This is an optimization exercise on Yosys and OpenROAD, whose aim is small area, a short achievable clock period and few clock cycles, not a production implementation. The RTL was checked by simulation tests, not by an equivalence proof against the original design.

==> flow/design.v <==
module bce_core (
    input  wire        clk,
    input  wire        rst,           
    input  wire        start,         
    output wire        ready,         
    output wire        done,          
    output wire [1:0]  ev_kind,       
    output wire        mem_req,
    output wire        mem_we,
    output wire [11:0] mem_addr,
    output wire [15:0] mem_wdata,
    input  wire        mem_gnt,
    input  wire [15:0] mem_rdata,     
    input  wire        io_inpr_we,    
    input  wire [7:0]  io_inpr,
    input  wire        io_fgi_set,    
    input  wire        io_fgo_set,    
    output wire [15:0] ac,
    output wire [11:0] pc,
    output wire        e,
    output wire        carry,
    output wire        stop,
    output wire        ien,
    output wire        fgi,
    output wire        fgo,
    output wire [7:0]  outr
);
    localparam [2:0] OP_AND = 3'd0, OP_ADD = 3'd1, OP_LDA = 3'd2, OP_STA = 3'd3,
                     OP_BUN = 3'd4, OP_BSA = 3'd5, OP_ISZ = 3'd6;
    reg [15:0] ac_r;
    reg [11:0] pc_r;
    reg [7:0]  inpr_r, outr_r;
    reg        e_r, carry_r, stop_r, ien_r, fgi_r, fgo_r;
    reg        s_f1;      
    reg        s_ind;     
    reg        s_op;      
    reg        s_wr;      
    reg        done_r;    
    reg        pc_fix;    
    reg        ev_int;    
    reg        iv;        
    reg [2:0]  op_r;      
    reg [11:0] ar_r;      
    reg [15:0] dr_r;      
    wire s_idle = ~(s_f1 | s_ind | s_op | s_wr);
    wire op_and = (op_r == OP_AND);
    wire op_add = (op_r == OP_ADD);
    wire op_lda = (op_r == OP_LDA);
    wire op_sta = (op_r == OP_STA);
    wire op_bun = (op_r == OP_BUN);
    wire op_bsa = (op_r == OP_BSA);
    wire op_isz = (op_r == OP_ISZ);
    wire [15:0] w      = mem_rdata;
    wire        w_i    = w[15];
    wire        w_rr   = &w[14:12];
    wire [11:0] w_code = w[11:0];
    wire        w_bun  = ~w[15] &  w[14] & ~w[13] & ~w[12];
    wire        w_sta  = ~w[15] & ~w[14] &  w[13] &  w[12];
    wire        w_bsa  = ~w[15] &  w[14] & ~w[13] &  w[12];
    wire [3:0] gz, go;    
    genvar g;
    generate
        for (g = 0; g < 4; g = g + 1) begin : oh
            wire [2:0] b = w_code[3*g +: 3];
            assign gz[g] = ~(b[0] | b[1] | b[2]);
            assign go[g] = b[0] & ~b[1] & ~b[2] | ~b[0] & b[1] & ~b[2] | ~b[0] & ~b[1] & b[2];
        end
    endgenerate
    wire legal_io = gz[0] & gz[1] & (go[2] & gz[3] | gz[2] & go[3]);
    wire legal_rr = go[0] & gz[1] & gz[2] & gz[3] | gz[0] & go[1] & gz[2] & gz[3] |
                    gz[0] & gz[1] & go[2] & gz[3] | gz[0] & gz[1] & gz[2] & go[3];
    wire w_legal  = w_i ? legal_io : legal_rr;
    wire [11:0] pc1    = pc_r + 12'd1;
    wire [11:0] pc2    = {pc_r[11:1] + 11'd1, pc_r[0]};
    wire        ac_z   = ~|ac_r;
    wire        int_go = ien_r & (fgi_r | fgo_r);
    wire        f1_run = s_f1 & ~stop_r;
    wire        f1_int = f1_run & int_go;             
    wire        f1_go  = f1_run & ~int_go & iv;       
    wire        f1_nw  = f1_run & ~int_go & ~iv;      
    wire [16:0] inc    = {1'b0, ac_r} + 17'd1;                   
    wire [16:0] sum    = {1'b0, ac_r} + {1'b0, mem_rdata};       
    wire r_ = ~w_i;
    wire skip = r_  & (w_code[4] & ~ac_r[15] | w_code[3] & ac_r[15] |
                       w_code[2] & ac_z      | w_code[1] & ~e_r) |
                w_i & (w_code[9] & fgi_r | w_code[8] & fgo_r);
    wire rr_keep = w_i ? ~w_code[11]
                       : ~(w_code[11] | w_code[9] | w_code[7] | w_code[6] | w_code[5]);
    wire [15:0] rr_ac =
        ({16{rr_keep}}               & ac_r) |
        ({16{r_ & w_code[9]}}        & ~ac_r) |
        ({16{r_ & w_code[7]}}        & {e_r, ac_r[15:1]}) |
        ({16{r_ & w_code[6]}}        & {ac_r[14:0], e_r}) |
        ({16{r_ & w_code[5]}}        & inc[15:0]) |
        ({16{w_i & w_code[11]}}      & {ac_r[15:8], inpr_r});
    wire rr_e_keep = w_i | ~(w_code[10] | w_code[8] | w_code[7] | w_code[6] | w_code[5]);
    wire rr_e = rr_e_keep & e_r |
                r_ & (w_code[8] & ~e_r | w_code[7] & ac_r[0] | w_code[6] & ac_r[15] |
                      w_code[5] & inc[16]);
    wire rr_carry = (r_ & w_code[5]) ? inc[16] : carry_r;
    wire rr_stop  = stop_r | r_ & w_code[0];
    wire rr_ien   = w_i & w_code[7] | ien_r & ~(w_i & w_code[6]);
    wire rr_fgi   = fgi_r & ~(w_i & w_code[11]);
    wire rr_fgo   = fgo_r & ~(w_i & w_code[10]);
    wire rr_out   = w_i & w_code[10];
    wire a_rr   = f1_go & w_rr & w_legal;           
    wire a_flt  = f1_go & w_rr & ~w_legal;          
    wire a_bun  = f1_go & w_bun;                    
    wire a_ind  = f1_go & w_i & ~w_rr;              
    wire a_wr   = f1_go & (w_sta | w_bsa);          
    wire a_rd   = f1_go & ~w_i & ~w_rr & ~w_sta & ~w_bsa & ~w_bun;   
    wire f1_halt = s_f1 & stop_r;
    wire ind_ok  = s_ind & iv;
    wire op_ok   = s_op & iv;
    wire ind_bun = ind_ok & op_bun;
    wire ind_wr  = ind_ok & (op_sta | op_bsa);
    wire ind_rd  = ind_ok & ~op_bun & ~op_sta & ~op_bsa;
    wire op_fast = op_ok & (op_and | op_lda);        
    wire op_addr = op_ok & op_add;                  
    wire op_isw  = op_ok & op_isz;                  
    wire c_done  = f1_halt | a_rr | a_bun | ind_bun | op_fast;
    assign done    = done_r | c_done;
    assign ready   = s_idle | c_done;
    assign ev_kind = s_idle ? {stop_r, ev_int} : {f1_halt, f1_halt};    
    wire [15:0] rd1 = mem_rdata + 16'd1;    
    wire sel_w  = f1_go & ~w_rr | ind_ok;
    wire sel_p1 = f1_go & w_rr & ~skip | s_idle & pc_fix | op_fast;
    wire sel_p2 = f1_go & w_rr & skip;
    wire sel_ar = s_ind & ~iv | s_op & ~op_fast & ~op_addr | s_wr;
    wire sel_pc = s_idle & ~pc_fix | f1_halt | f1_nw | op_addr;
    wire [11:0] addr_c = ({12{sel_w}}  & w_code) |
                         ({12{sel_p1}} & pc1) |
                         ({12{sel_p2}} & pc2) |
                         ({12{sel_ar}} & ar_r) |
                         ({12{sel_pc}} & pc_r);       
    wire we_c = f1_int | a_wr | ind_wr | op_isw | s_wr;
    wire wd_ac = f1_go & w[13] | s_ind & op_sta;
    wire wd_p1 = f1_go & ~w[13] | s_ind & ~op_sta;
    wire wd_pc = f1_int;
    wire [15:0] wdata_c = ({16{s_op}} & rd1) |
                          ({16{wd_ac}} & ac_r) |
                          ({16{wd_p1}} & {4'h0, pc1}) |
                          ({16{wd_pc}} & {4'h0, pc_r}) |
                          ({16{s_wr}}  & dr_r);
    assign mem_req   = 1'b1;           
    assign mem_we    = we_c;
    assign mem_addr  = addr_c;
    assign mem_wdata = wdata_c;
    wire rrsel = s_f1 & ~stop_r & w[13];    
    wire [15:0] ac_o    = s_op ? (op_and ? (ac_r & mem_rdata) : mem_rdata) :
                          rrsel ? rr_ac : ac_r;
    wire        e_o     = rrsel ? rr_e     : e_r;
    wire        carry_o = rrsel ? rr_carry : carry_r;
    wire        stop_o  = rrsel ? rr_stop  : stop_r;
    wire        ien_o   = rrsel ? rr_ien   : ien_r;
    wire        fgi_o   = rrsel ? rr_fgi   : fgi_r;
    wire        fgo_o   = rrsel ? rr_fgo   : fgo_r;
    wire [7:0]  outr_o  = (rrsel & rr_out) ? ac_r[7:0] : outr_r;
    assign ac    = ac_o;
    assign pc    = addr_c;
    assign e     = e_o;
    assign carry = carry_o;
    assign stop  = stop_o;
    assign ien   = ien_o;
    assign fgi   = fgi_o;
    assign fgo   = fgo_o;
    assign outr  = outr_o;
    wire g_ = mem_gnt;
    wire pc_ld_w  = a_bun | ind_bun | (a_wr & w_bsa | ind_wr & op_bsa) & g_;
    wire pc_ld_a  = a_rr;
    wire pc_ld_1  = a_flt | (a_wr & w_sta | ind_wr & op_sta) & g_ | op_fast | op_addr |
                    op_isw & g_ & ~(&mem_rdata) | s_idle & pc_fix |
                    s_wr & g_ & (op_sta | op_isz & (|dr_r));
    wire pc_ld_2  = op_isw & g_ & (&mem_rdata) | s_wr & g_ & op_isz & ~(|dr_r);
    wire pc_ld_ar = s_wr & g_ & op_bsa;
    wire pc_ld_i  = f1_int & g_;
    wire [11:0] pc_n = ({12{pc_ld_w}}  & w_code) |
                       ({12{pc_ld_a}}  & addr_c) |
                       ({12{pc_ld_1}}  & pc1) |
                       ({12{pc_ld_2}}  & pc2) |
                       ({12{pc_ld_ar}} & ar_r) |
                       {11'h000, pc_ld_i};
    wire pc_en = pc_ld_w | pc_ld_a | pc_ld_1 | pc_ld_2 | pc_ld_ar | pc_ld_i;
    wire ac_en = a_rr | op_fast | op_addr;
    wire go_next = start & ready;
    always @(posedge clk) begin
        iv    <= g_ & ~we_c;
        dr_r  <= wdata_c;        
        ev_int <= f1_int;
        if (f1_go) op_r <= w[14:12];
        ar_r  <= addr_c;         
        if (rst) begin
            s_f1    <= 1'b0;
            s_ind   <= 1'b0;
            s_op    <= 1'b0;
            s_wr    <= 1'b0;
            done_r  <= 1'b0;
            pc_fix  <= 1'b0;
            ac_r    <= 16'h0000;
            pc_r    <= 12'h000;
            inpr_r  <= 8'h00;
            outr_r  <= 8'h00;
            e_r     <= 1'b0;
            carry_r <= 1'b0;
            stop_r  <= 1'b0;
            ien_r   <= 1'b0;
            fgi_r   <= 1'b0;
            fgo_r   <= 1'b0;
        end else begin
            s_f1   <= go_next | f1_nw | f1_int & ~g_;
            s_ind  <= a_ind | s_ind & ~iv;
            s_op   <= a_rd | ind_rd | s_op & ~iv;
            s_wr   <= (a_wr | ind_wr | op_isw | s_wr) & ~g_;
            done_r <= (f1_int | a_wr | ind_wr | op_isw | s_wr) & g_ | a_flt | op_addr;
            pc_fix <= (a_wr & w_bsa | ind_wr & op_bsa | s_wr & op_bsa) & g_ | pc_fix & ~s_idle;
            if (pc_en) pc_r <= pc_n;
            if (ac_en) ac_r <= op_addr ? sum[15:0] : ac_o;
            if (a_rr | op_addr) begin
                carry_r <= op_addr ? sum[16] : carry_o;
                e_r     <= op_addr ? sum[16] : e_o;
            end
            if (a_rr) begin
                ien_r  <= ien_o;
                outr_r <= outr_o;
            end
            if (pc_ld_i) ien_r <= 1'b0;
            stop_r <= (a_rr ? stop_o : stop_r) | a_flt;
            fgi_r  <= (a_rr ? fgi_o : fgi_r) | ready & io_fgi_set;
            fgo_r  <= (a_rr ? fgo_o : fgo_r) | ready & io_fgo_set;
            if (ready & io_inpr_we) inpr_r <= io_inpr;
        end
    end
endmodule
clock: 5.0 ns
lec_check: 0
cap_margin: 20
core_margin: 2
core_utilization: 40
cts_buf_list: sky130_fd_sc_hd__clkbuf_8
setup_slack_margin: 1.15
slew_margin: 20
standard.sh (not shown) runs the stock make flow with config.mk's settings and CLKGATE_MAP_FILE= SYNTH_SCRIPT=/design/flow/synth_recipe.tcl, a recipe that flattens the netlist after the stock synthesis.
==> flow/flow/run.sh <==
#!/bin/bash
# Layout flow: the standard ORFS flow (standard.sh, run whole) with two changes:
#  1. the port buffers are sky130_fd_sc_hd__buf_2 instead of the slow delay cell
#     that buffer_ports picks by default (every port still gets its buffer);
#  2. ABC maps the logic with the mapping steps of ORFS's speed script only
#     (flow/abc_speed.script: no ABC buffering or sizing against its 5 ps target;
#     OpenROAD's repair sizes the gates in the layout).
# Registers, their names and cell types are those of the standard synthesis.
set -euo pipefail
here=$(pwd)
rm -rf "$here/scripts_x"
cp -r "$FLOW_HOME/scripts" "$here/scripts_x"
cp "$here/flow/abc_speed.script" "$here/scripts_x/abc_speed.script"
export SCRIPTS_DIR="$here/scripts_x"
export BUFFER_PORTS_ARGS="-buffer_cell sky130_fd_sc_hd__buf_2"
bash standard.sh > standard_flow.log 2>&1
==> flow/flow/abc_speed.script <==
&get -n
&st
&dch
&nf
&st
&syn2
&if -g -K 6
&synch2
&nf
&put
topo
Testbench counts at the start, summed over its fixed seeds: cycles 135,199.
Change:
--- a/flow/design.v
+++ b/flow/design.v
@@ -31,21 +31,19 @@
     reg [11:0] pc_r;
     reg [7:0]  inpr_r, outr_r;
     reg        e_r, carry_r, stop_r, ien_r, fgi_r, fgo_r;
     reg        s_f1;      
     reg        s_ind;     
     reg        s_op;      
-    reg        s_wr;      
     reg        done_r;    
     reg        pc_fix;    
     reg        ev_int;    
     reg        iv;        
     reg [2:0]  op_r;      
     reg [11:0] ar_r;      
-    reg [15:0] dr_r;      
-    wire s_idle = ~(s_f1 | s_ind | s_op | s_wr);
+    wire s_idle = ~(s_f1 | s_ind | s_op);
     wire op_and = (op_r == OP_AND);
     wire op_add = (op_r == OP_ADD);
     wire op_lda = (op_r == OP_LDA);
     wire op_sta = (op_r == OP_STA);
     wire op_bun = (op_r == OP_BUN);
     wire op_bsa = (op_r == OP_BSA);
@@ -123,28 +121,27 @@
     assign ready   = s_idle | c_done;
     assign ev_kind = s_idle ? {stop_r, ev_int} : {f1_halt, f1_halt};    
     wire [15:0] rd1 = mem_rdata + 16'd1;    
     wire sel_w  = f1_go & ~w_rr | ind_ok;
     wire sel_p1 = f1_go & w_rr & ~skip | s_idle & pc_fix | op_fast;
     wire sel_p2 = f1_go & w_rr & skip;
-    wire sel_ar = s_ind & ~iv | s_op & ~op_fast & ~op_addr | s_wr;
+    wire sel_ar = s_ind & ~iv | s_op & ~op_fast & ~op_addr;
     wire sel_pc = s_idle & ~pc_fix | f1_halt | f1_nw | op_addr;
     wire [11:0] addr_c = ({12{sel_w}}  & w_code) |
                          ({12{sel_p1}} & pc1) |
                          ({12{sel_p2}} & pc2) |
                          ({12{sel_ar}} & ar_r) |
                          ({12{sel_pc}} & pc_r);       
-    wire we_c = f1_int | a_wr | ind_wr | op_isw | s_wr;
+    wire we_c = f1_int | a_wr | ind_wr | op_isw;
     wire wd_ac = f1_go & w[13] | s_ind & op_sta;
     wire wd_p1 = f1_go & ~w[13] | s_ind & ~op_sta;
     wire wd_pc = f1_int;
     wire [15:0] wdata_c = ({16{s_op}} & rd1) |
                           ({16{wd_ac}} & ac_r) |
                           ({16{wd_p1}} & {4'h0, pc1}) |
-                          ({16{wd_pc}} & {4'h0, pc_r}) |
-                          ({16{s_wr}}  & dr_r);
+                          ({16{wd_pc}} & {4'h0, pc_r});
     assign mem_req   = 1'b1;           
     assign mem_we    = we_c;
     assign mem_addr  = addr_c;
     assign mem_wdata = wdata_c;
     wire rrsel = s_f1 & ~stop_r & w[13];    
     wire [15:0] ac_o    = s_op ? (op_and ? (ac_r & mem_rdata) : mem_rdata) :
@@ -166,37 +163,32 @@
     assign fgo   = fgo_o;
     assign outr  = outr_o;
     wire g_ = mem_gnt;
     wire pc_ld_w  = a_bun | ind_bun | (a_wr & w_bsa | ind_wr & op_bsa) & g_;
     wire pc_ld_a  = a_rr;
     wire pc_ld_1  = a_flt | (a_wr & w_sta | ind_wr & op_sta) & g_ | op_fast | op_addr |
-                    op_isw & g_ & ~(&mem_rdata) | s_idle & pc_fix |
-                    s_wr & g_ & (op_sta | op_isz & (|dr_r));
-    wire pc_ld_2  = op_isw & g_ & (&mem_rdata) | s_wr & g_ & op_isz & ~(|dr_r);
-    wire pc_ld_ar = s_wr & g_ & op_bsa;
+                    op_isw & g_ & ~(&mem_rdata) | s_idle & pc_fix;
+    wire pc_ld_2  = op_isw & g_ & (&mem_rdata);
     wire pc_ld_i  = f1_int & g_;
     wire [11:0] pc_n = ({12{pc_ld_w}}  & w_code) |
                        ({12{pc_ld_a}}  & addr_c) |
                        ({12{pc_ld_1}}  & pc1) |
                        ({12{pc_ld_2}}  & pc2) |
-                       ({12{pc_ld_ar}} & ar_r) |
                        {11'h000, pc_ld_i};
-    wire pc_en = pc_ld_w | pc_ld_a | pc_ld_1 | pc_ld_2 | pc_ld_ar | pc_ld_i;
+    wire pc_en = pc_ld_w | pc_ld_a | pc_ld_1 | pc_ld_2 | pc_ld_i;
     wire ac_en = a_rr | op_fast | op_addr;
     wire go_next = start & ready;
     always @(posedge clk) begin
         iv    <= g_ & ~we_c;
-        dr_r  <= wdata_c;        
         ev_int <= f1_int;
         if (f1_go) op_r <= w[14:12];
-        ar_r  <= addr_c;         
+        if (f1_go | ind_ok) ar_r <= w_code;
         if (rst) begin
             s_f1    <= 1'b0;
             s_ind   <= 1'b0;
             s_op    <= 1'b0;
-            s_wr    <= 1'b0;
             done_r  <= 1'b0;
             pc_fix  <= 1'b0;
             ac_r    <= 16'h0000;
             pc_r    <= 12'h000;
             inpr_r  <= 8'h00;
             outr_r  <= 8'h00;
@@ -204,18 +196,17 @@
             carry_r <= 1'b0;
             stop_r  <= 1'b0;
             ien_r   <= 1'b0;
             fgi_r   <= 1'b0;
             fgo_r   <= 1'b0;
         end else begin
-            s_f1   <= go_next | f1_nw | f1_int & ~g_;
+            s_f1   <= go_next | f1_nw | (f1_int | a_wr | ind_wr) & ~g_;   
             s_ind  <= a_ind | s_ind & ~iv;
-            s_op   <= a_rd | ind_rd | s_op & ~iv;
-            s_wr   <= (a_wr | ind_wr | op_isw | s_wr) & ~g_;
-            done_r <= (f1_int | a_wr | ind_wr | op_isw | s_wr) & g_ | a_flt | op_addr;
-            pc_fix <= (a_wr & w_bsa | ind_wr & op_bsa | s_wr & op_bsa) & g_ | pc_fix & ~s_idle;
+            s_op   <= a_rd | ind_rd | s_op & ~iv | op_isw & ~g_;
+            done_r <= (f1_int | a_wr | ind_wr | op_isw) & g_ | a_flt | op_addr;
+            pc_fix <= (a_wr & w_bsa | ind_wr & op_bsa) & g_ | pc_fix & ~s_idle;
             if (pc_en) pc_r <= pc_n;
             if (ac_en) ac_r <= op_addr ? sum[15:0] : ac_o;
             if (a_rr | op_addr) begin
                 carry_r <= op_addr ? sum[16] : carry_o;
                 e_r     <= op_addr ? sum[16] : e_o;
             end
Outcome: The changed run went through all stages and came out clean. Die area is lower by 7.0%. Fmax is about the same. Global-route usage is lower by 0.67 points. Worst setup slack improved by 7.4 ps. Flip-flop and latch count is lower by 17. Utilization is higher by 1.0 points.
Testbench counts after the change, summed over its fixed seeds: cycles 135,199.

port drivers added, routing unchanged:
No port has a modelled driver above. Below, the same layouts with a new extraction and two added sets of constraints. Step 1 assumes that a clkbuf_16 drives the clock port and a buf_2 every other input. Step 2 moves the port delays by t, midway between the first and last clock arrival at a register: inputs arrive t later, outputs are due t later. That takes back most of the time a late clock gives input paths. Three values: ideal ports, drivers, drivers and shift; two values: the first two.
run | t, ns | setup WS [ns] | worst setup path at the end | latest minus earliest clock arrival (ns) | worst register clock-pin slew, ns
the first run | 0.431 | 1.167 / 1.129 / 1.112 | input to register | 0.015 / 0.015 | 0.11 / 0.11
the second run | 0.425 | 1.174 / 1.154 / 0.989 | input to register | 0.019 / 0.019 | 0.09 / 0.09
After both steps every run listed still meets setup and hold. The setup slack of the second run, which loses most, moves by -0.020 ns with the drivers and by -0.185 ns with both steps.
